Source: an optimization exercise on an open RTL-to-GDS flow (aim: small area, a short achievable clock period and few clock cycles per item). Production flows keep margins and buffers that such runs may drop. No functional check of the RTL was part of any run shown here.

==> flow/design.v (outline; a module is shown in full before it is edited, if it fits) <==
// module vpb_adpcm: 1026 lines
module vpb_adpcm (
    input  wire               clk,
    input  wire               rst,
    input  wire               start,
    output wire               busy,
    input  wire        [15:0] count,
    input  wire       [255:0] coefs,      
    input  wire         [7:0] ps_in,
    input  wire signed [15:0] yn1_in,
    input  wire signed [15:0] yn2_in,
    input  wire               in_valid,
    output wire               in_ready,
    input  wire         [7:0] in_byte,
    output wire               out_valid,
    input  wire               out_ready,
    output wire signed [15:0] out_sample,
    output wire               done,
    output wire         [7:0] ps_out,
    output wire signed [15:0] yn1_out,
    output wire signed [15:0] yn2_out
);
  // ...
==> flow/flow/run.sh <==
#!/bin/bash
set -euo pipefail
cat >> config.mk <<'EOC'
export SETUP_SLACK_MARGIN = 11
export BUFFER_PORTS_ARGS = -buffer_cell sky130_fd_sc_hd__buf_1
export CTS_ARGS = -sink_clustering_enable -repair_clock_nets -buf_list sky130_fd_sc_hd__clkbuf_4 -dont_use_dummy_load
EOC
bash standard.sh > orfs_make.log 2>&1
==> flow/standard.sh <==
#!/bin/bash
# synth_recipe.tcl (not shown) runs the flow's synth.tcl, then flattens the netlist and writes it again
# the make line also repeats each setting of config.mk as NAME=value (left out here)
make -C /OpenROAD-flow-scripts/flow DESIGN_CONFIG=/design/flow/config.mk WORK_HOME=/design/flow/orfs CLKGATE_MAP_FILE= SYNTH_SCRIPT=/design/flow/synth_recipe.tcl "${@:-finish}"
==> flow/config.mk <==
export PLATFORM = sky130hd
export DESIGN_NAME = vpb_adpcm
export DESIGN_NICKNAME = vpb_adpcm
export VERILOG_FILES = /design/flow/design.v
export SDC_FILE = /design/flow/constraint.sdc
export NUM_CORES = 4
export LEC_CHECK = 0
export CAP_MARGIN = 20
export CORE_MARGIN = 2
export CORE_UTILIZATION = 40
export PLACE_DENSITY = 0.6
export SLEW_MARGIN = 20
export SETUP_SLACK_MARGIN = 11
export BUFFER_PORTS_ARGS = -buffer_cell sky130_fd_sc_hd__buf_1
export CTS_ARGS = -sink_clustering_enable -repair_clock_nets -buf_list sky130_fd_sc_hd__clkbuf_4 -dont_use_dummy_load
==> flow/constraint.sdc <==
create_clock -name core_clock -period 15.0 [get_ports {clk}]
set_input_delay 3.0000 -clock core_clock [delete_from_list [all_inputs] [get_ports {clk}]]
set_output_delay 3.0000 -clock core_clock [all_outputs]
set_load 0.01 [all_outputs]
==> impl_metrics.ini, run 1 <==
[finish]
n_sequential_cell = 447
buf_share = 0.126
top_register = coef_r
fill_cells = 6791
clock_cell_area_share = 0.0219
largestClassByArea = multi-input gates

[min_path]
worstHoldStart = pv$_SDFFE_PP0P_
holdPathStages = 2

[floorplanning]
die_h_um = 286
start_util = 0.404

[worst_setup_path]
cp.depth = 6
r2r_cells = 21
crit_start = keep$_DFF_P_

[detailed_routing]
drt_iter0_drc = 2168
wl_per_cell_um = 22.5
route.met2.wl_um = 46000

[global_routing]
grt_max_degree = 92
gr-usage-met3 = 0.0542

[synth]
ys_top_cells_by_area = edfxtp_1, fa_1, a22oi_1, ha_1, mux4_2
synthSimpleGateAreaFrac = 0.0528
yosysMostFrequentCell = edfxtp_1

[status]
status = finished clean

[timing]
rsz0062_at_grt = yes
setup_tns_ps = 0

[clock_tree]
cts_max_level = 3

[placed_design]
place.gp.congestion = 0.928

[run]
maxCapViolCount = 0
==> inputs of run 2 (changes only) <==
--- a/flow/design.v
+++ b/flow/design.v
@@ -49,21 +49,22 @@
     reg        [32:0] p;           
     reg         [6:0] pc;
     reg        [15:0] c1_r;
     wire       [23:0] c1_e = booth_enc(c1_r);
     reg               pv, p_last;
     reg        [15:0] y1, y2;      
     reg               of_p, of_n;  
     reg               keep;        
-    reg        [15:0] y1_sn;
-    reg               keep_sn, of_p_sn, of_n_sn;
+    reg        [15:0] y1n;         
+    reg               ovf_a, ofpn_a, ofnn_a;   
     reg               ov, o_last;
     reg               done_r;
     wire [15:0] y1c = {(y1[15] & keep) | of_n, (y1[14:0] & {15{keep}}) | {15{of_p}}};
+    wire [15:0] y1ca = ~{(y1n[15] | ovf_a) & ofnn_a, (y1n[14:0] | {15{ovf_a}}) & {15{ofpn_a}}};
     wire accept   = start && !running;
     wire hdr_in   = (pos == 3'd0);
     assign in_ready = running && (hdr_in ? !hn_v : !nxt_v);
     wire in_fire  = in_valid && in_ready;
     wire out_fire = ov && out_ready;
     wire a_rdy = running && fl && cur_v && (a_left != 16'd0);
     wire bf    = pv && (!ov || out_ready) && (a_rdy || p_last);
     wire af    = a_rdy && (!pv || bf);
@@ -463,152 +464,152 @@
     wire tb_s124 = tb_s96 ^ tb_pp7_15 ^ tb_c95;
     wire tb_c124 = (tb_s96 & tb_pp7_15) | (tb_s96 & tb_c95) | (tb_pp7_15 & tb_c95);
     wire tb_s125 = p[30] ^ tb_c96 ^ tb_pp7_16;
     wire tb_c125 = (p[30] & tb_c96) | (p[30] & tb_pp7_16) | (tb_c96 & tb_pp7_16);
     wire [32:0] tb_x = {p[32], tb_c125, tb_c124, tb_c123, tb_c122, tb_c121, tb_c120, tb_c119, tb_c118, tb_c117, tb_c116, tb_c115, tb_c114, tb_c113, tb_c112, tb_c111, tb_c110, tb_c109, tb_c108, tb_c107, tb_c106, tb_c105, tb_c104, tb_c103, tb_c102, tb_c101, tb_c100, tb_c99, tb_c98, tb_c97, tb_s97, p[1], p[0]};
     wire [32:0] tb_y = {1'b0, p[31], tb_s125, tb_s124, tb_s123, tb_s122, tb_s121, tb_s120, tb_s119, tb_s118, tb_s117, tb_s116, tb_s115, tb_s114, tb_s113, tb_s112, tb_s111, tb_s110, tb_s109, tb_s108, tb_s107, tb_s106, tb_s105, tb_s104, tb_s103, tb_s102, tb_s101, tb_s100, tb_s99, tb_s98, tb_pp1_0, tb_pp0_1, tb_pp0_0};
     wire [27:0] b_sum = tb_x[26:0] + tb_y[26:0];
     wire        b_c27 = b_sum[27];
-    wire ta_pp0_0 = (((c2_e[0] & y1c[0])) ^ c2_e[16]);
-    wire ta_pp0_1 = (((c2_e[0] & y1c[1]) | (c2_e[8] & y1c[0])) ^ c2_e[16]);
-    wire ta_pp0_2 = (((c2_e[0] & y1c[2]) | (c2_e[8] & y1c[1])) ^ c2_e[16]);
-    wire ta_pp0_3 = (((c2_e[0] & y1c[3]) | (c2_e[8] & y1c[2])) ^ c2_e[16]);
-    wire ta_pp0_4 = (((c2_e[0] & y1c[4]) | (c2_e[8] & y1c[3])) ^ c2_e[16]);
-    wire ta_pp0_5 = (((c2_e[0] & y1c[5]) | (c2_e[8] & y1c[4])) ^ c2_e[16]);
-    wire ta_pp0_6 = (((c2_e[0] & y1c[6]) | (c2_e[8] & y1c[5])) ^ c2_e[16]);
-    wire ta_pp0_7 = (((c2_e[0] & y1c[7]) | (c2_e[8] & y1c[6])) ^ c2_e[16]);
-    wire ta_pp0_8 = (((c2_e[0] & y1c[8]) | (c2_e[8] & y1c[7])) ^ c2_e[16]);
-    wire ta_pp0_9 = (((c2_e[0] & y1c[9]) | (c2_e[8] & y1c[8])) ^ c2_e[16]);
-    wire ta_pp0_10 = (((c2_e[0] & y1c[10]) | (c2_e[8] & y1c[9])) ^ c2_e[16]);
-    wire ta_pp0_11 = (((c2_e[0] & y1c[11]) | (c2_e[8] & y1c[10])) ^ c2_e[16]);
-    wire ta_pp0_12 = (((c2_e[0] & y1c[12]) | (c2_e[8] & y1c[11])) ^ c2_e[16]);
-    wire ta_pp0_13 = (((c2_e[0] & y1c[13]) | (c2_e[8] & y1c[12])) ^ c2_e[16]);
-    wire ta_pp0_14 = (((c2_e[0] & y1c[14]) | (c2_e[8] & y1c[13])) ^ c2_e[16]);
-    wire ta_pp0_15 = (((c2_e[0] & y1c[15]) | (c2_e[8] & y1c[14])) ^ c2_e[16]);
-    wire ta_pp0_16 = ~(((c2_e[0] & y1c[15]) | (c2_e[8] & y1c[15])) ^ c2_e[16]);
-    wire ta_pp1_0 = (((c2_e[1] & y1c[0])) ^ c2_e[17]);
-    wire ta_pp1_1 = (((c2_e[1] & y1c[1]) | (c2_e[9] & y1c[0])) ^ c2_e[17]);
-    wire ta_pp1_2 = (((c2_e[1] & y1c[2]) | (c2_e[9] & y1c[1])) ^ c2_e[17]);
-    wire ta_pp1_3 = (((c2_e[1] & y1c[3]) | (c2_e[9] & y1c[2])) ^ c2_e[17]);
-    wire ta_pp1_4 = (((c2_e[1] & y1c[4]) | (c2_e[9] & y1c[3])) ^ c2_e[17]);
-    wire ta_pp1_5 = (((c2_e[1] & y1c[5]) | (c2_e[9] & y1c[4])) ^ c2_e[17]);
-    wire ta_pp1_6 = (((c2_e[1] & y1c[6]) | (c2_e[9] & y1c[5])) ^ c2_e[17]);
-    wire ta_pp1_7 = (((c2_e[1] & y1c[7]) | (c2_e[9] & y1c[6])) ^ c2_e[17]);
-    wire ta_pp1_8 = (((c2_e[1] & y1c[8]) | (c2_e[9] & y1c[7])) ^ c2_e[17]);
-    wire ta_pp1_9 = (((c2_e[1] & y1c[9]) | (c2_e[9] & y1c[8])) ^ c2_e[17]);
-    wire ta_pp1_10 = (((c2_e[1] & y1c[10]) | (c2_e[9] & y1c[9])) ^ c2_e[17]);
-    wire ta_pp1_11 = (((c2_e[1] & y1c[11]) | (c2_e[9] & y1c[10])) ^ c2_e[17]);
-    wire ta_pp1_12 = (((c2_e[1] & y1c[12]) | (c2_e[9] & y1c[11])) ^ c2_e[17]);
-    wire ta_pp1_13 = (((c2_e[1] & y1c[13]) | (c2_e[9] & y1c[12])) ^ c2_e[17]);
-    wire ta_pp1_14 = (((c2_e[1] & y1c[14]) | (c2_e[9] & y1c[13])) ^ c2_e[17]);
-    wire ta_pp1_15 = (((c2_e[1] & y1c[15]) | (c2_e[9] & y1c[14])) ^ c2_e[17]);
-    wire ta_pp1_16 = ~(((c2_e[1] & y1c[15]) | (c2_e[9] & y1c[15])) ^ c2_e[17]);
-    wire ta_pp2_0 = (((c2_e[2] & y1c[0])) ^ c2_e[18]);
-    wire ta_pp2_1 = (((c2_e[2] & y1c[1]) | (c2_e[10] & y1c[0])) ^ c2_e[18]);
-    wire ta_pp2_2 = (((c2_e[2] & y1c[2]) | (c2_e[10] & y1c[1])) ^ c2_e[18]);
-    wire ta_pp2_3 = (((c2_e[2] & y1c[3]) | (c2_e[10] & y1c[2])) ^ c2_e[18]);
-    wire ta_pp2_4 = (((c2_e[2] & y1c[4]) | (c2_e[10] & y1c[3])) ^ c2_e[18]);
-    wire ta_pp2_5 = (((c2_e[2] & y1c[5]) | (c2_e[10] & y1c[4])) ^ c2_e[18]);
-    wire ta_pp2_6 = (((c2_e[2] & y1c[6]) | (c2_e[10] & y1c[5])) ^ c2_e[18]);
-    wire ta_pp2_7 = (((c2_e[2] & y1c[7]) | (c2_e[10] & y1c[6])) ^ c2_e[18]);
-    wire ta_pp2_8 = (((c2_e[2] & y1c[8]) | (c2_e[10] & y1c[7])) ^ c2_e[18]);
-    wire ta_pp2_9 = (((c2_e[2] & y1c[9]) | (c2_e[10] & y1c[8])) ^ c2_e[18]);
-    wire ta_pp2_10 = (((c2_e[2] & y1c[10]) | (c2_e[10] & y1c[9])) ^ c2_e[18]);
-    wire ta_pp2_11 = (((c2_e[2] & y1c[11]) | (c2_e[10] & y1c[10])) ^ c2_e[18]);
-    wire ta_pp2_12 = (((c2_e[2] & y1c[12]) | (c2_e[10] & y1c[11])) ^ c2_e[18]);
-    wire ta_pp2_13 = (((c2_e[2] & y1c[13]) | (c2_e[10] & y1c[12])) ^ c2_e[18]);
-    wire ta_pp2_14 = (((c2_e[2] & y1c[14]) | (c2_e[10] & y1c[13])) ^ c2_e[18]);
-    wire ta_pp2_15 = (((c2_e[2] & y1c[15]) | (c2_e[10] & y1c[14])) ^ c2_e[18]);
-    wire ta_pp2_16 = ~(((c2_e[2] & y1c[15]) | (c2_e[10] & y1c[15])) ^ c2_e[18]);
-    wire ta_pp3_0 = (((c2_e[3] & y1c[0])) ^ c2_e[19]);
-    wire ta_pp3_1 = (((c2_e[3] & y1c[1]) | (c2_e[11] & y1c[0])) ^ c2_e[19]);
-    wire ta_pp3_2 = (((c2_e[3] & y1c[2]) | (c2_e[11] & y1c[1])) ^ c2_e[19]);
-    wire ta_pp3_3 = (((c2_e[3] & y1c[3]) | (c2_e[11] & y1c[2])) ^ c2_e[19]);
-    wire ta_pp3_4 = (((c2_e[3] & y1c[4]) | (c2_e[11] & y1c[3])) ^ c2_e[19]);
-    wire ta_pp3_5 = (((c2_e[3] & y1c[5]) | (c2_e[11] & y1c[4])) ^ c2_e[19]);
-    wire ta_pp3_6 = (((c2_e[3] & y1c[6]) | (c2_e[11] & y1c[5])) ^ c2_e[19]);
-    wire ta_pp3_7 = (((c2_e[3] & y1c[7]) | (c2_e[11] & y1c[6])) ^ c2_e[19]);
-    wire ta_pp3_8 = (((c2_e[3] & y1c[8]) | (c2_e[11] & y1c[7])) ^ c2_e[19]);
-    wire ta_pp3_9 = (((c2_e[3] & y1c[9]) | (c2_e[11] & y1c[8])) ^ c2_e[19]);
-    wire ta_pp3_10 = (((c2_e[3] & y1c[10]) | (c2_e[11] & y1c[9])) ^ c2_e[19]);
-    wire ta_pp3_11 = (((c2_e[3] & y1c[11]) | (c2_e[11] & y1c[10])) ^ c2_e[19]);
-    wire ta_pp3_12 = (((c2_e[3] & y1c[12]) | (c2_e[11] & y1c[11])) ^ c2_e[19]);
-    wire ta_pp3_13 = (((c2_e[3] & y1c[13]) | (c2_e[11] & y1c[12])) ^ c2_e[19]);
-    wire ta_pp3_14 = (((c2_e[3] & y1c[14]) | (c2_e[11] & y1c[13])) ^ c2_e[19]);
-    wire ta_pp3_15 = (((c2_e[3] & y1c[15]) | (c2_e[11] & y1c[14])) ^ c2_e[19]);
-    wire ta_pp3_16 = ~(((c2_e[3] & y1c[15]) | (c2_e[11] & y1c[15])) ^ c2_e[19]);
-    wire ta_pp4_0 = (((c2_e[4] & y1c[0])) ^ c2_e[20]);
-    wire ta_pp4_1 = (((c2_e[4] & y1c[1]) | (c2_e[12] & y1c[0])) ^ c2_e[20]);
-    wire ta_pp4_2 = (((c2_e[4] & y1c[2]) | (c2_e[12] & y1c[1])) ^ c2_e[20]);
-    wire ta_pp4_3 = (((c2_e[4] & y1c[3]) | (c2_e[12] & y1c[2])) ^ c2_e[20]);
-    wire ta_pp4_4 = (((c2_e[4] & y1c[4]) | (c2_e[12] & y1c[3])) ^ c2_e[20]);
-    wire ta_pp4_5 = (((c2_e[4] & y1c[5]) | (c2_e[12] & y1c[4])) ^ c2_e[20]);
-    wire ta_pp4_6 = (((c2_e[4] & y1c[6]) | (c2_e[12] & y1c[5])) ^ c2_e[20]);
-    wire ta_pp4_7 = (((c2_e[4] & y1c[7]) | (c2_e[12] & y1c[6])) ^ c2_e[20]);
-    wire ta_pp4_8 = (((c2_e[4] & y1c[8]) | (c2_e[12] & y1c[7])) ^ c2_e[20]);
-    wire ta_pp4_9 = (((c2_e[4] & y1c[9]) | (c2_e[12] & y1c[8])) ^ c2_e[20]);
-    wire ta_pp4_10 = (((c2_e[4] & y1c[10]) | (c2_e[12] & y1c[9])) ^ c2_e[20]);
-    wire ta_pp4_11 = (((c2_e[4] & y1c[11]) | (c2_e[12] & y1c[10])) ^ c2_e[20]);
-    wire ta_pp4_12 = (((c2_e[4] & y1c[12]) | (c2_e[12] & y1c[11])) ^ c2_e[20]);
-    wire ta_pp4_13 = (((c2_e[4] & y1c[13]) | (c2_e[12] & y1c[12])) ^ c2_e[20]);
-    wire ta_pp4_14 = (((c2_e[4] & y1c[14]) | (c2_e[12] & y1c[13])) ^ c2_e[20]);
-    wire ta_pp4_15 = (((c2_e[4] & y1c[15]) | (c2_e[12] & y1c[14])) ^ c2_e[20]);
-    wire ta_pp4_16 = ~(((c2_e[4] & y1c[15]) | (c2_e[12] & y1c[15])) ^ c2_e[20]);
-    wire ta_pp5_0 = (((c2_e[5] & y1c[0])) ^ c2_e[21]);
-    wire ta_pp5_1 = (((c2_e[5] & y1c[1]) | (c2_e[13] & y1c[0])) ^ c2_e[21]);
-    wire ta_pp5_2 = (((c2_e[5] & y1c[2]) | (c2_e[13] & y1c[1])) ^ c2_e[21]);
-    wire ta_pp5_3 = (((c2_e[5] & y1c[3]) | (c2_e[13] & y1c[2])) ^ c2_e[21]);
-    wire ta_pp5_4 = (((c2_e[5] & y1c[4]) | (c2_e[13] & y1c[3])) ^ c2_e[21]);
-    wire ta_pp5_5 = (((c2_e[5] & y1c[5]) | (c2_e[13] & y1c[4])) ^ c2_e[21]);
-    wire ta_pp5_6 = (((c2_e[5] & y1c[6]) | (c2_e[13] & y1c[5])) ^ c2_e[21]);
-    wire ta_pp5_7 = (((c2_e[5] & y1c[7]) | (c2_e[13] & y1c[6])) ^ c2_e[21]);
-    wire ta_pp5_8 = (((c2_e[5] & y1c[8]) | (c2_e[13] & y1c[7])) ^ c2_e[21]);
-    wire ta_pp5_9 = (((c2_e[5] & y1c[9]) | (c2_e[13] & y1c[8])) ^ c2_e[21]);
-    wire ta_pp5_10 = (((c2_e[5] & y1c[10]) | (c2_e[13] & y1c[9])) ^ c2_e[21]);
-    wire ta_pp5_11 = (((c2_e[5] & y1c[11]) | (c2_e[13] & y1c[10])) ^ c2_e[21]);
-    wire ta_pp5_12 = (((c2_e[5] & y1c[12]) | (c2_e[13] & y1c[11])) ^ c2_e[21]);
-    wire ta_pp5_13 = (((c2_e[5] & y1c[13]) | (c2_e[13] & y1c[12])) ^ c2_e[21]);
-    wire ta_pp5_14 = (((c2_e[5] & y1c[14]) | (c2_e[13] & y1c[13])) ^ c2_e[21]);
-    wire ta_pp5_15 = (((c2_e[5] & y1c[15]) | (c2_e[13] & y1c[14])) ^ c2_e[21]);
-    wire ta_pp5_16 = ~(((c2_e[5] & y1c[15]) | (c2_e[13] & y1c[15])) ^ c2_e[21]);
-    wire ta_pp6_0 = (((c2_e[6] & y1c[0])) ^ c2_e[22]);
-    wire ta_pp6_1 = (((c2_e[6] & y1c[1]) | (c2_e[14] & y1c[0])) ^ c2_e[22]);
-    wire ta_pp6_2 = (((c2_e[6] & y1c[2]) | (c2_e[14] & y1c[1])) ^ c2_e[22]);
-    wire ta_pp6_3 = (((c2_e[6] & y1c[3]) | (c2_e[14] & y1c[2])) ^ c2_e[22]);
-    wire ta_pp6_4 = (((c2_e[6] & y1c[4]) | (c2_e[14] & y1c[3])) ^ c2_e[22]);
-    wire ta_pp6_5 = (((c2_e[6] & y1c[5]) | (c2_e[14] & y1c[4])) ^ c2_e[22]);
-    wire ta_pp6_6 = (((c2_e[6] & y1c[6]) | (c2_e[14] & y1c[5])) ^ c2_e[22]);
-    wire ta_pp6_7 = (((c2_e[6] & y1c[7]) | (c2_e[14] & y1c[6])) ^ c2_e[22]);
-    wire ta_pp6_8 = (((c2_e[6] & y1c[8]) | (c2_e[14] & y1c[7])) ^ c2_e[22]);
-    wire ta_pp6_9 = (((c2_e[6] & y1c[9]) | (c2_e[14] & y1c[8])) ^ c2_e[22]);
-    wire ta_pp6_10 = (((c2_e[6] & y1c[10]) | (c2_e[14] & y1c[9])) ^ c2_e[22]);
-    wire ta_pp6_11 = (((c2_e[6] & y1c[11]) | (c2_e[14] & y1c[10])) ^ c2_e[22]);
-    wire ta_pp6_12 = (((c2_e[6] & y1c[12]) | (c2_e[14] & y1c[11])) ^ c2_e[22]);
-    wire ta_pp6_13 = (((c2_e[6] & y1c[13]) | (c2_e[14] & y1c[12])) ^ c2_e[22]);
-    wire ta_pp6_14 = (((c2_e[6] & y1c[14]) | (c2_e[14] & y1c[13])) ^ c2_e[22]);
-    wire ta_pp6_15 = (((c2_e[6] & y1c[15]) | (c2_e[14] & y1c[14])) ^ c2_e[22]);
-    wire ta_pp6_16 = ~(((c2_e[6] & y1c[15]) | (c2_e[14] & y1c[15])) ^ c2_e[22]);
-    wire ta_pp7_0 = (((c2_e[7] & y1c[0])) ^ c2_e[23]);
-    wire ta_pp7_1 = (((c2_e[7] & y1c[1]) | (c2_e[15] & y1c[0])) ^ c2_e[23]);
-    wire ta_pp7_2 = (((c2_e[7] & y1c[2]) | (c2_e[15] & y1c[1])) ^ c2_e[23]);
-    wire ta_pp7_3 = (((c2_e[7] & y1c[3]) | (c2_e[15] & y1c[2])) ^ c2_e[23]);
-    wire ta_pp7_4 = (((c2_e[7] & y1c[4]) | (c2_e[15] & y1c[3])) ^ c2_e[23]);
-    wire ta_pp7_5 = (((c2_e[7] & y1c[5]) | (c2_e[15] & y1c[4])) ^ c2_e[23]);
-    wire ta_pp7_6 = (((c2_e[7] & y1c[6]) | (c2_e[15] & y1c[5])) ^ c2_e[23]);
-    wire ta_pp7_7 = (((c2_e[7] & y1c[7]) | (c2_e[15] & y1c[6])) ^ c2_e[23]);
-    wire ta_pp7_8 = (((c2_e[7] & y1c[8]) | (c2_e[15] & y1c[7])) ^ c2_e[23]);
-    wire ta_pp7_9 = (((c2_e[7] & y1c[9]) | (c2_e[15] & y1c[8])) ^ c2_e[23]);
-    wire ta_pp7_10 = (((c2_e[7] & y1c[10]) | (c2_e[15] & y1c[9])) ^ c2_e[23]);
-    wire ta_pp7_11 = (((c2_e[7] & y1c[11]) | (c2_e[15] & y1c[10])) ^ c2_e[23]);
-    wire ta_pp7_12 = (((c2_e[7] & y1c[12]) | (c2_e[15] & y1c[11])) ^ c2_e[23]);
-    wire ta_pp7_13 = (((c2_e[7] & y1c[13]) | (c2_e[15] & y1c[12])) ^ c2_e[23]);
-    wire ta_pp7_14 = (((c2_e[7] & y1c[14]) | (c2_e[15] & y1c[13])) ^ c2_e[23]);
-    wire ta_pp7_15 = (((c2_e[7] & y1c[15]) | (c2_e[15] & y1c[14])) ^ c2_e[23]);
-    wire ta_pp7_16 = ~(((c2_e[7] & y1c[15]) | (c2_e[15] & y1c[15])) ^ c2_e[23]);
+    wire ta_pp0_0 = (((c2_e[0] & y1ca[0])) ^ c2_e[16]);
+    wire ta_pp0_1 = (((c2_e[0] & y1ca[1]) | (c2_e[8] & y1ca[0])) ^ c2_e[16]);
+    wire ta_pp0_2 = (((c2_e[0] & y1ca[2]) | (c2_e[8] & y1ca[1])) ^ c2_e[16]);
+    wire ta_pp0_3 = (((c2_e[0] & y1ca[3]) | (c2_e[8] & y1ca[2])) ^ c2_e[16]);
+    wire ta_pp0_4 = (((c2_e[0] & y1ca[4]) | (c2_e[8] & y1ca[3])) ^ c2_e[16]);
+    wire ta_pp0_5 = (((c2_e[0] & y1ca[5]) | (c2_e[8] & y1ca[4])) ^ c2_e[16]);
+    wire ta_pp0_6 = (((c2_e[0] & y1ca[6]) | (c2_e[8] & y1ca[5])) ^ c2_e[16]);
+    wire ta_pp0_7 = (((c2_e[0] & y1ca[7]) | (c2_e[8] & y1ca[6])) ^ c2_e[16]);
+    wire ta_pp0_8 = (((c2_e[0] & y1ca[8]) | (c2_e[8] & y1ca[7])) ^ c2_e[16]);
+    wire ta_pp0_9 = (((c2_e[0] & y1ca[9]) | (c2_e[8] & y1ca[8])) ^ c2_e[16]);
+    wire ta_pp0_10 = (((c2_e[0] & y1ca[10]) | (c2_e[8] & y1ca[9])) ^ c2_e[16]);
+    wire ta_pp0_11 = (((c2_e[0] & y1ca[11]) | (c2_e[8] & y1ca[10])) ^ c2_e[16]);
+    wire ta_pp0_12 = (((c2_e[0] & y1ca[12]) | (c2_e[8] & y1ca[11])) ^ c2_e[16]);
+    wire ta_pp0_13 = (((c2_e[0] & y1ca[13]) | (c2_e[8] & y1ca[12])) ^ c2_e[16]);
+    wire ta_pp0_14 = (((c2_e[0] & y1ca[14]) | (c2_e[8] & y1ca[13])) ^ c2_e[16]);
+    wire ta_pp0_15 = (((c2_e[0] & y1ca[15]) | (c2_e[8] & y1ca[14])) ^ c2_e[16]);
+    wire ta_pp0_16 = ~(((c2_e[0] & y1ca[15]) | (c2_e[8] & y1ca[15])) ^ c2_e[16]);
+    wire ta_pp1_0 = (((c2_e[1] & y1ca[0])) ^ c2_e[17]);
+    wire ta_pp1_1 = (((c2_e[1] & y1ca[1]) | (c2_e[9] & y1ca[0])) ^ c2_e[17]);
+    wire ta_pp1_2 = (((c2_e[1] & y1ca[2]) | (c2_e[9] & y1ca[1])) ^ c2_e[17]);
+    wire ta_pp1_3 = (((c2_e[1] & y1ca[3]) | (c2_e[9] & y1ca[2])) ^ c2_e[17]);
+    wire ta_pp1_4 = (((c2_e[1] & y1ca[4]) | (c2_e[9] & y1ca[3])) ^ c2_e[17]);
+    wire ta_pp1_5 = (((c2_e[1] & y1ca[5]) | (c2_e[9] & y1ca[4])) ^ c2_e[17]);
+    wire ta_pp1_6 = (((c2_e[1] & y1ca[6]) | (c2_e[9] & y1ca[5])) ^ c2_e[17]);
+    wire ta_pp1_7 = (((c2_e[1] & y1ca[7]) | (c2_e[9] & y1ca[6])) ^ c2_e[17]);
+    wire ta_pp1_8 = (((c2_e[1] & y1ca[8]) | (c2_e[9] & y1ca[7])) ^ c2_e[17]);
+    wire ta_pp1_9 = (((c2_e[1] & y1ca[9]) | (c2_e[9] & y1ca[8])) ^ c2_e[17]);
+    wire ta_pp1_10 = (((c2_e[1] & y1ca[10]) | (c2_e[9] & y1ca[9])) ^ c2_e[17]);
+    wire ta_pp1_11 = (((c2_e[1] & y1ca[11]) | (c2_e[9] & y1ca[10])) ^ c2_e[17]);
+    wire ta_pp1_12 = (((c2_e[1] & y1ca[12]) | (c2_e[9] & y1ca[11])) ^ c2_e[17]);
+    wire ta_pp1_13 = (((c2_e[1] & y1ca[13]) | (c2_e[9] & y1ca[12])) ^ c2_e[17]);
+    wire ta_pp1_14 = (((c2_e[1] & y1ca[14]) | (c2_e[9] & y1ca[13])) ^ c2_e[17]);
+    wire ta_pp1_15 = (((c2_e[1] & y1ca[15]) | (c2_e[9] & y1ca[14])) ^ c2_e[17]);
+    wire ta_pp1_16 = ~(((c2_e[1] & y1ca[15]) | (c2_e[9] & y1ca[15])) ^ c2_e[17]);
+    wire ta_pp2_0 = (((c2_e[2] & y1ca[0])) ^ c2_e[18]);
+    wire ta_pp2_1 = (((c2_e[2] & y1ca[1]) | (c2_e[10] & y1ca[0])) ^ c2_e[18]);
+    wire ta_pp2_2 = (((c2_e[2] & y1ca[2]) | (c2_e[10] & y1ca[1])) ^ c2_e[18]);
+    wire ta_pp2_3 = (((c2_e[2] & y1ca[3]) | (c2_e[10] & y1ca[2])) ^ c2_e[18]);
+    wire ta_pp2_4 = (((c2_e[2] & y1ca[4]) | (c2_e[10] & y1ca[3])) ^ c2_e[18]);
+    wire ta_pp2_5 = (((c2_e[2] & y1ca[5]) | (c2_e[10] & y1ca[4])) ^ c2_e[18]);
+    wire ta_pp2_6 = (((c2_e[2] & y1ca[6]) | (c2_e[10] & y1ca[5])) ^ c2_e[18]);
+    wire ta_pp2_7 = (((c2_e[2] & y1ca[7]) | (c2_e[10] & y1ca[6])) ^ c2_e[18]);
+    wire ta_pp2_8 = (((c2_e[2] & y1ca[8]) | (c2_e[10] & y1ca[7])) ^ c2_e[18]);
+    wire ta_pp2_9 = (((c2_e[2] & y1ca[9]) | (c2_e[10] & y1ca[8])) ^ c2_e[18]);
+    wire ta_pp2_10 = (((c2_e[2] & y1ca[10]) | (c2_e[10] & y1ca[9])) ^ c2_e[18]);
+    wire ta_pp2_11 = (((c2_e[2] & y1ca[11]) | (c2_e[10] & y1ca[10])) ^ c2_e[18]);
+    wire ta_pp2_12 = (((c2_e[2] & y1ca[12]) | (c2_e[10] & y1ca[11])) ^ c2_e[18]);
+    wire ta_pp2_13 = (((c2_e[2] & y1ca[13]) | (c2_e[10] & y1ca[12])) ^ c2_e[18]);
+    wire ta_pp2_14 = (((c2_e[2] & y1ca[14]) | (c2_e[10] & y1ca[13])) ^ c2_e[18]);
+    wire ta_pp2_15 = (((c2_e[2] & y1ca[15]) | (c2_e[10] & y1ca[14])) ^ c2_e[18]);
+    wire ta_pp2_16 = ~(((c2_e[2] & y1ca[15]) | (c2_e[10] & y1ca[15])) ^ c2_e[18]);
+    wire ta_pp3_0 = (((c2_e[3] & y1ca[0])) ^ c2_e[19]);
+    wire ta_pp3_1 = (((c2_e[3] & y1ca[1]) | (c2_e[11] & y1ca[0])) ^ c2_e[19]);
+    wire ta_pp3_2 = (((c2_e[3] & y1ca[2]) | (c2_e[11] & y1ca[1])) ^ c2_e[19]);
+    wire ta_pp3_3 = (((c2_e[3] & y1ca[3]) | (c2_e[11] & y1ca[2])) ^ c2_e[19]);
+    wire ta_pp3_4 = (((c2_e[3] & y1ca[4]) | (c2_e[11] & y1ca[3])) ^ c2_e[19]);
+    wire ta_pp3_5 = (((c2_e[3] & y1ca[5]) | (c2_e[11] & y1ca[4])) ^ c2_e[19]);
+    wire ta_pp3_6 = (((c2_e[3] & y1ca[6]) | (c2_e[11] & y1ca[5])) ^ c2_e[19]);
+    wire ta_pp3_7 = (((c2_e[3] & y1ca[7]) | (c2_e[11] & y1ca[6])) ^ c2_e[19]);
+    wire ta_pp3_8 = (((c2_e[3] & y1ca[8]) | (c2_e[11] & y1ca[7])) ^ c2_e[19]);
+    wire ta_pp3_9 = (((c2_e[3] & y1ca[9]) | (c2_e[11] & y1ca[8])) ^ c2_e[19]);
+    wire ta_pp3_10 = (((c2_e[3] & y1ca[10]) | (c2_e[11] & y1ca[9])) ^ c2_e[19]);
+    wire ta_pp3_11 = (((c2_e[3] & y1ca[11]) | (c2_e[11] & y1ca[10])) ^ c2_e[19]);
+    wire ta_pp3_12 = (((c2_e[3] & y1ca[12]) | (c2_e[11] & y1ca[11])) ^ c2_e[19]);
+    wire ta_pp3_13 = (((c2_e[3] & y1ca[13]) | (c2_e[11] & y1ca[12])) ^ c2_e[19]);
+    wire ta_pp3_14 = (((c2_e[3] & y1ca[14]) | (c2_e[11] & y1ca[13])) ^ c2_e[19]);
+    wire ta_pp3_15 = (((c2_e[3] & y1ca[15]) | (c2_e[11] & y1ca[14])) ^ c2_e[19]);
+    wire ta_pp3_16 = ~(((c2_e[3] & y1ca[15]) | (c2_e[11] & y1ca[15])) ^ c2_e[19]);
+    wire ta_pp4_0 = (((c2_e[4] & y1ca[0])) ^ c2_e[20]);
+    wire ta_pp4_1 = (((c2_e[4] & y1ca[1]) | (c2_e[12] & y1ca[0])) ^ c2_e[20]);
+    wire ta_pp4_2 = (((c2_e[4] & y1ca[2]) | (c2_e[12] & y1ca[1])) ^ c2_e[20]);
+    wire ta_pp4_3 = (((c2_e[4] & y1ca[3]) | (c2_e[12] & y1ca[2])) ^ c2_e[20]);
+    wire ta_pp4_4 = (((c2_e[4] & y1ca[4]) | (c2_e[12] & y1ca[3])) ^ c2_e[20]);
+    wire ta_pp4_5 = (((c2_e[4] & y1ca[5]) | (c2_e[12] & y1ca[4])) ^ c2_e[20]);
+    wire ta_pp4_6 = (((c2_e[4] & y1ca[6]) | (c2_e[12] & y1ca[5])) ^ c2_e[20]);
+    wire ta_pp4_7 = (((c2_e[4] & y1ca[7]) | (c2_e[12] & y1ca[6])) ^ c2_e[20]);
+    wire ta_pp4_8 = (((c2_e[4] & y1ca[8]) | (c2_e[12] & y1ca[7])) ^ c2_e[20]);
+    wire ta_pp4_9 = (((c2_e[4] & y1ca[9]) | (c2_e[12] & y1ca[8])) ^ c2_e[20]);
+    wire ta_pp4_10 = (((c2_e[4] & y1ca[10]) | (c2_e[12] & y1ca[9])) ^ c2_e[20]);
+    wire ta_pp4_11 = (((c2_e[4] & y1ca[11]) | (c2_e[12] & y1ca[10])) ^ c2_e[20]);
+    wire ta_pp4_12 = (((c2_e[4] & y1ca[12]) | (c2_e[12] & y1ca[11])) ^ c2_e[20]);
+    wire ta_pp4_13 = (((c2_e[4] & y1ca[13]) | (c2_e[12] & y1ca[12])) ^ c2_e[20]);
+    wire ta_pp4_14 = (((c2_e[4] & y1ca[14]) | (c2_e[12] & y1ca[13])) ^ c2_e[20]);
+    wire ta_pp4_15 = (((c2_e[4] & y1ca[15]) | (c2_e[12] & y1ca[14])) ^ c2_e[20]);
+    wire ta_pp4_16 = ~(((c2_e[4] & y1ca[15]) | (c2_e[12] & y1ca[15])) ^ c2_e[20]);
+    wire ta_pp5_0 = (((c2_e[5] & y1ca[0])) ^ c2_e[21]);
+    wire ta_pp5_1 = (((c2_e[5] & y1ca[1]) | (c2_e[13] & y1ca[0])) ^ c2_e[21]);
+    wire ta_pp5_2 = (((c2_e[5] & y1ca[2]) | (c2_e[13] & y1ca[1])) ^ c2_e[21]);
+    wire ta_pp5_3 = (((c2_e[5] & y1ca[3]) | (c2_e[13] & y1ca[2])) ^ c2_e[21]);
+    wire ta_pp5_4 = (((c2_e[5] & y1ca[4]) | (c2_e[13] & y1ca[3])) ^ c2_e[21]);
+    wire ta_pp5_5 = (((c2_e[5] & y1ca[5]) | (c2_e[13] & y1ca[4])) ^ c2_e[21]);
+    wire ta_pp5_6 = (((c2_e[5] & y1ca[6]) | (c2_e[13] & y1ca[5])) ^ c2_e[21]);
+    wire ta_pp5_7 = (((c2_e[5] & y1ca[7]) | (c2_e[13] & y1ca[6])) ^ c2_e[21]);
+    wire ta_pp5_8 = (((c2_e[5] & y1ca[8]) | (c2_e[13] & y1ca[7])) ^ c2_e[21]);
+    wire ta_pp5_9 = (((c2_e[5] & y1ca[9]) | (c2_e[13] & y1ca[8])) ^ c2_e[21]);
+    wire ta_pp5_10 = (((c2_e[5] & y1ca[10]) | (c2_e[13] & y1ca[9])) ^ c2_e[21]);
+    wire ta_pp5_11 = (((c2_e[5] & y1ca[11]) | (c2_e[13] & y1ca[10])) ^ c2_e[21]);
+    wire ta_pp5_12 = (((c2_e[5] & y1ca[12]) | (c2_e[13] & y1ca[11])) ^ c2_e[21]);
+    wire ta_pp5_13 = (((c2_e[5] & y1ca[13]) | (c2_e[13] & y1ca[12])) ^ c2_e[21]);
+    wire ta_pp5_14 = (((c2_e[5] & y1ca[14]) | (c2_e[13] & y1ca[13])) ^ c2_e[21]);
+    wire ta_pp5_15 = (((c2_e[5] & y1ca[15]) | (c2_e[13] & y1ca[14])) ^ c2_e[21]);
+    wire ta_pp5_16 = ~(((c2_e[5] & y1ca[15]) | (c2_e[13] & y1ca[15])) ^ c2_e[21]);
+    wire ta_pp6_0 = (((c2_e[6] & y1ca[0])) ^ c2_e[22]);
+    wire ta_pp6_1 = (((c2_e[6] & y1ca[1]) | (c2_e[14] & y1ca[0])) ^ c2_e[22]);
+    wire ta_pp6_2 = (((c2_e[6] & y1ca[2]) | (c2_e[14] & y1ca[1])) ^ c2_e[22]);
+    wire ta_pp6_3 = (((c2_e[6] & y1ca[3]) | (c2_e[14] & y1ca[2])) ^ c2_e[22]);
+    wire ta_pp6_4 = (((c2_e[6] & y1ca[4]) | (c2_e[14] & y1ca[3])) ^ c2_e[22]);
+    wire ta_pp6_5 = (((c2_e[6] & y1ca[5]) | (c2_e[14] & y1ca[4])) ^ c2_e[22]);
+    wire ta_pp6_6 = (((c2_e[6] & y1ca[6]) | (c2_e[14] & y1ca[5])) ^ c2_e[22]);
+    wire ta_pp6_7 = (((c2_e[6] & y1ca[7]) | (c2_e[14] & y1ca[6])) ^ c2_e[22]);
+    wire ta_pp6_8 = (((c2_e[6] & y1ca[8]) | (c2_e[14] & y1ca[7])) ^ c2_e[22]);
+    wire ta_pp6_9 = (((c2_e[6] & y1ca[9]) | (c2_e[14] & y1ca[8])) ^ c2_e[22]);
+    wire ta_pp6_10 = (((c2_e[6] & y1ca[10]) | (c2_e[14] & y1ca[9])) ^ c2_e[22]);
+    wire ta_pp6_11 = (((c2_e[6] & y1ca[11]) | (c2_e[14] & y1ca[10])) ^ c2_e[22]);
+    wire ta_pp6_12 = (((c2_e[6] & y1ca[12]) | (c2_e[14] & y1ca[11])) ^ c2_e[22]);
+    wire ta_pp6_13 = (((c2_e[6] & y1ca[13]) | (c2_e[14] & y1ca[12])) ^ c2_e[22]);
+    wire ta_pp6_14 = (((c2_e[6] & y1ca[14]) | (c2_e[14] & y1ca[13])) ^ c2_e[22]);
+    wire ta_pp6_15 = (((c2_e[6] & y1ca[15]) | (c2_e[14] & y1ca[14])) ^ c2_e[22]);
+    wire ta_pp6_16 = ~(((c2_e[6] & y1ca[15]) | (c2_e[14] & y1ca[15])) ^ c2_e[22]);
+    wire ta_pp7_0 = (((c2_e[7] & y1ca[0])) ^ c2_e[23]);
+    wire ta_pp7_1 = (((c2_e[7] & y1ca[1]) | (c2_e[15] & y1ca[0])) ^ c2_e[23]);
+    wire ta_pp7_2 = (((c2_e[7] & y1ca[2]) | (c2_e[15] & y1ca[1])) ^ c2_e[23]);
+    wire ta_pp7_3 = (((c2_e[7] & y1ca[3]) | (c2_e[15] & y1ca[2])) ^ c2_e[23]);
+    wire ta_pp7_4 = (((c2_e[7] & y1ca[4]) | (c2_e[15] & y1ca[3])) ^ c2_e[23]);
+    wire ta_pp7_5 = (((c2_e[7] & y1ca[5]) | (c2_e[15] & y1ca[4])) ^ c2_e[23]);
+    wire ta_pp7_6 = (((c2_e[7] & y1ca[6]) | (c2_e[15] & y1ca[5])) ^ c2_e[23]);
+    wire ta_pp7_7 = (((c2_e[7] & y1ca[7]) | (c2_e[15] & y1ca[6])) ^ c2_e[23]);
+    wire ta_pp7_8 = (((c2_e[7] & y1ca[8]) | (c2_e[15] & y1ca[7])) ^ c2_e[23]);
+    wire ta_pp7_9 = (((c2_e[7] & y1ca[9]) | (c2_e[15] & y1ca[8])) ^ c2_e[23]);
+    wire ta_pp7_10 = (((c2_e[7] & y1ca[10]) | (c2_e[15] & y1ca[9])) ^ c2_e[23]);
+    wire ta_pp7_11 = (((c2_e[7] & y1ca[11]) | (c2_e[15] & y1ca[10])) ^ c2_e[23]);
+    wire ta_pp7_12 = (((c2_e[7] & y1ca[12]) | (c2_e[15] & y1ca[11])) ^ c2_e[23]);
+    wire ta_pp7_13 = (((c2_e[7] & y1ca[13]) | (c2_e[15] & y1ca[12])) ^ c2_e[23]);
+    wire ta_pp7_14 = (((c2_e[7] & y1ca[14]) | (c2_e[15] & y1ca[13])) ^ c2_e[23]);
+    wire ta_pp7_15 = (((c2_e[7] & y1ca[15]) | (c2_e[15] & y1ca[14])) ^ c2_e[23]);
+    wire ta_pp7_16 = ~(((c2_e[7] & y1ca[15]) | (c2_e[15] & y1ca[15])) ^ c2_e[23]);
     wire ta_s0 = c2_e[22] ^ term[12];
     wire ta_c0 = c2_e[22] & term[12];
     wire ta_s1 = c2_e[23] ^ term[14] ^ c1_n[23];
     wire ta_c1 = (c2_e[23] & term[14]) | (c2_e[23] & c1_n[23]) | (term[14] & c1_n[23]);
     wire ta_s2 = term[15] ^ ta_pp0_15;
     wire ta_c2 = term[15] & ta_pp0_15;
     wire ta_s3 = term[16] ^ ta_pp0_16;
     wire ta_c3 = term[16] & ta_pp0_16;
@@ -907,34 +908,16 @@
     wire [4:0] a_blk6 = ta_x[28:25] + ta_y[28:25];
     wire [4:0] a_blk7 = ta_x[32:29] + ta_y[32:29];
     wire [32:0] a_sum = {a_blk7[3:0], a_blk6[3:0], a_blk5[3:0], a_blk4[3:0], a_blk3[4:0], a_blk2[3:0], a_blk1[3:0], a_blk0[3:0]};
     wire [6:0] a_cry = {a_blk6[4], a_blk5[4], a_blk4[4], a_blk3[5], a_blk2[4], a_blk1[4], a_blk0[4]};
     wire  [5:0] bh0   = tb_x[32:27] + tb_y[32:27];
     wire  [5:0] bh1   = bh0 + 6'd1;
     wire        b_ovf = b_c27 ? (bh1 != 6'd0) : (bh0 != 6'd0);
     wire        b_neg = b_c27 ? bh1[5] : bh0[5];
-    wire        a_first = af && !pv;    
-    wire [15:0] y1_nx   = bf      ? {~b_sum[26], b_sum[25:11]} :
-                          a_first ? y2 :
-                          accept  ? ((count == 16'd0) ? yn1_in : yn2_in) :
-                                    ~y1_sn;
-    wire        keep_nx = bf ? !b_ovf           : accept ? 1'b1 : ~keep_sn;
-    wire        of_p_nx = bf ? (b_ovf && !b_neg) : accept ? 1'b0 : ~of_p_sn;
-    wire        of_n_nx = bf ? (b_ovf && b_neg)  : accept ? 1'b0 : ~of_n_sn;
-    always @(posedge clk) begin
-        y1      <= y1_nx;
-        y1_sn   <= ~y1_nx;
-        keep    <= keep_nx;
-        keep_sn <= ~keep_nx;
-        of_p    <= of_p_nx;
-        of_p_sn <= ~of_p_nx;
-        of_n    <= of_n_nx;
-        of_n_sn <= ~of_n_nx;
-    end
     always @(posedge clk) begin
         if (rst) begin
             running <= 1'b0;
             pv      <= 1'b0;
             ov      <= 1'b0;
             done_r  <= 1'b0;
         end else begin
             done_r <= 1'b0;
@@ -943,20 +926,30 @@
                 a_left <= count;
                 pos    <= 3'd0;
                 hn_v   <= 1'b0;
                 cur_v  <= 1'b0;
                 nxt_v  <= 1'b0;
                 fl     <= 1'b0;
                 j      <= 4'd0;
                 ps_a   <= ps_in;
+                of_p   <= 1'b0;
+                of_n   <= 1'b0;
+                keep   <= 1'b1;
+                ofpn_a <= 1'b1;
+                ofnn_a <= 1'b1;
+                ovf_a  <= 1'b0;
                 if (count == 16'd0) begin
+                    y1     <= yn1_in;
+                    y1n    <= ~yn1_in;
                     y2     <= yn2_in;
                     done_r <= 1'b1;
                 end else begin
+                    y1      <= yn2_in;
+                    y1n     <= ~yn2_in;
                     y2      <= yn1_in;
                     running <= 1'b1;
                 end
             end
             if (in_fire) begin
                 pos <= pos + 3'd1;
                 if (hdr_in) begin
                     hn   <= in_byte;
@@ -993,22 +986,32 @@
                 j      <= fend ? 4'd0 : j + 4'd1;
                 a_left <= a_left - 16'd1;
                 p      <= a_sum;
                 pc     <= a_cry;
                 c1_r   <= c1sel;
                 pv     <= 1'b1;
                 p_last <= (a_left == 16'd1);
                 if (!pv) begin
-                    y2 <= y1c;
+                    y1  <= y2;
+                    y1n <= ~y2;
+                    y2  <= y1c;
                 end
             end else if (bf) begin
                 pv <= 1'b0;
             end
             if (bf) begin
+                y1     <= {~b_sum[26], b_sum[25:11]};
+                of_p   <= b_ovf && !b_neg;
+                of_n   <= b_ovf && b_neg;
+                keep   <= !b_ovf;
+                y1n    <= ~{~b_sum[26], b_sum[25:11]};
+                ofpn_a <= !(b_ovf && !b_neg);
+                ofnn_a <= !(b_ovf && b_neg);
+                ovf_a  <= b_ovf;
                 y2     <= y1c;
                 ov     <= 1'b1;
                 o_last <= p_last;
             end else if (out_fire) begin
                 ov <= 1'b0;
             end
             if (out_fire && o_last) begin
                 running <= 1'b0;
==> run 2 against run 1 <==
Net effect:
- area after synthesis grew 1.2%
- first-iteration DRC count fell by 17%
- die area grew 1.2%
- critical endpoint is now of_n$_SDFFCE_PN0P_
- synthesized cell count is 0.52% higher
- cell count grew 0.25%
- critical path depth rose by 15
- global-route usage up 0.51 points
- worst setup slack worse by 350 ps
- routed wire length rose by 2.1%
- sequential share of layout area increased by 1.2 points
- largest cell class unchanged
==> impl_metrics.ini, run 2 <==
[worst_setup_path]
worst_ep_required_time_ps = 15500
critPathMaxFanout = 9
crit_slowest_cell = fa_1
r2r-start = keep$_SDFFCE_PN1P_
end_kind = flop
r2r_slack_ps = 9320
critical-path-max-stage-delay_ps = 540
r2r_cells = 21
cp.arrival_ps = 6190
reg2reg_to = of_n$_SDFFCE_PN0P_
crit_top_cell = fa_1
cp-start-kind = flop
crit_chain = buf_12 > buf_4 > a21oi_4 > clkinv_4 > buf_12 > a22oi_2 > xnor2_1 > fa_2 > fa_1 > inv_2 > fa_1 > inv_1 > fa_1 > inv_2 > ha_4 > a21o_1 > a21o_1 > a221o_1 > a31oi_4 > o21a_4 > mux2_4
timing_worst_setup_path_type = flop to flop

[detailed_routing]
drc_errors = 0
drt_iter0_drc = 1804
num_vias = 24200
drtPass1Iterations = 6
drtAntennaViolNets = 0
wl_um = 100000
drt-vias-per-instance = 5.53
wl_per_cell_um = 22.9

[global_routing]
overflow = 0
grt_pass1_wl_um = 152000
grt_pass1_vias = 25500
grt_max_degree = 94
antenna_found_initial = 1
grt_usage = 0.242

[synth]
yosysMostFrequentCell = edfxtp_1
synth_area_mm2 = 0.0323
synth-main-ff-cell = edfxtp_1
yosysSeqAreaShare = 0.415
yosysWarningCount = 1
synth_compound_area_frac = 0.125
muxShareOfSynthArea = 0.0804
synthArstFlopShare = 0
synth_top_family_by_area = adder cells
synth_edf_count = 443
avgSynthCellArea_um2 = 11.9
synth-seq-cells = 447
syn-instance-count = 2702
synth_common_cells = edfxtp_1, inv_1, fa_1, a22oi_1, nand2_1
synthAdderAreaFrac = 0.193
synthSimpleGateAreaFrac = 0.0498
ys_top_cells_by_area = edfxtp_1, fa_1, a22oi_1, ha_1, mux4_2
synth_cell_types = 77
synth_xor_xnor_area_share = 0.0771
synth_top_area_frac = 0.412
syn-num-nets = 3383
synth_top_cell_by_area = edfxtp_1

[timing]
worst_pin_slew_ps = 989
slew_headroom = 0.341
setup_viol = 0
slew_violations = 0
fin_worst_skew_ps = 212
finalHoldViolCount = 0
max_clock_freq_ghz = 0.176
fin_crit_ps = 5680
post-route-period-util = 0.379
rsz0062_at_grt = yes
setup_tns_ps = 0

[clock_tree]
cts.sinks = 447
clock_path_buffers = 3
root_buffer = clkbuf_4
clock_latency_ps = 920
numCtsBuffers = 113
ctsHoldBuffers = 0
tritoncts = done
cts.clk_slew.worst_paths_ps = 70
cts_max_level = 3

[finish]
final_cell_mix = edfxtp_1, buf_1, inv_1
drive_above_1_share = 0.284
fin_cells = 4373
fill_cells = 7139
reg.largest.list = coef_r x256, p x33
top_register = coef_r
design_area_mm2 = 0.0404
nets = 3995
fin_util = 0.503
area_growth_pct = 25.1
mostFrequentLayoutCell = edfxtp_1
largest_register_ffs = 256

[min_path]
hold_class = flop to flop
min_to = running$_SDFFE_PP0P_
holdPathStages = 1
worstHoldStart = o_last$_DFFE_PP_

[placed_design]
port_buffers = 384
dp_cells = 3994
dpl_cell_area_mm2 = 0.0357
dpl.hpwl_um = 69600
place.gp.congestion = 0.875

[floorplanning]
fp.dieW_um = 288
dieArea_mm2 = 0.0829
core_mm2 = 0.0802
start_util = 0.402
die_h_um = 288
row_count = 104
ios = 385

[status]
status = finished clean

[run]
maxCapViolCount = 0
==> run 2: worst max-delay path by stage <==
stage,cells past startpoint,end,start,slack [ps]
finish,21,of_n$_SDFFCE_PN0P_,keep$_SDFFCE_PN1P_,9320
global route,20,of_n$_SDFFCE_PN0P_,keep$_SDFFCE_PN1P_,9180
global placement,15,of_n$_SDFFCE_PN0P_,c1_r[0]$_DFFE_PP_,8710
floorplan,4,coef_r[0]$_DFFE_PP_,start,7460
detailed placement,15,of_n$_SDFFCE_PN0P_,c1_r[0]$_DFFE_PP_,8610
CTS,21,of_n$_SDFFCE_PN0P_,keep$_SDFFCE_PN1P_,9400
==> run 2: cell families after synthesis <==
kind of cell               after synthesis
buffers and inverters                  498
DFF                                    447
adders and majority gates              356
and+or+nand+nor                        343
muxes                                  173
AOI/OAI and AO/OA                      601
xor gates and xnor gates               284
==> run 2: per-stage QoR <==
step / hold slack (ps) / setup slack (ps)
6_report: 517 / 9320
5_1_grt: 527 / 9180
4_1_cts: 523 / 9400
3_5_place_dp: 515 / 8610
3_3_place_gp: 498 / 8710
2_1_floorplan: 449 / 7460
==> run 2: routing by layer <==
layer / GRT usage / wire length, um
met5: 0 / 0
met3: 0.0552 / 7720
met1: 0.295 / 38100
met4: 0.102 / 4170
met2: 0.411 / 50300
==> run 2: what timing repair did <==
action	4_1_cts	5_1_grt
gates cloned	7	0
resized for setup	265	108
setup endpoints to repair	323	195
pin swaps	96	70
buffers inserted	216	42
==> run 2: area by class of cell <==
class,instances,area [um^2],area share
well taps,1060,1330,0.0329
diodes,1,2.50,0.0000620
flip-flops and latches,447,13400,0.332
clock buffers,113,848,0.0210
multi-input cells,1758,18900,0.469
inverters,301,1230,0.0306
repair buffers,693,4630,0.115
==> run 2: worst max-delay path, delay by kind of cell (launching register included) <==
family	cells	cell delay [ps]
XOR/XNOR	1	130
buffers and inverters	7	770
adder cells (fa/ha/maj)	5	2210
flip-flops	1	440
AO/OA/AOI/OAI	7	1420
multiplexers	1	290

==> static timing again, ports no longer ideal <==
The flow's constraints put no driver on any port. The routed layouts listed below were extracted and timed again, unchanged, in two steps. Step 1: set_driving_cell puts a clkbuf_16 on clk and a buf_2 on each other input, an assumption about the parent block. Step 2 also shifts input and output timing later by t, the mid clock arrival at the registers, as if the neighbouring blocks saw the same clock. Slacks: no drivers / after step 1 / after step 2; pairs: no drivers / after step 1.
run | t, ns | setup WS [ns] | worst setup path after step 2 | clock arrival spread, ns
run 1 | 0.948 | 9.667 / 9.604 / 9.669 | register to register | 0.192 / 0.192
run 2 | 0.883 | 9.317 / 9.317 / 9.317 | register to register | 0.212 / 0.212
After both steps every run listed still meets setup and hold.
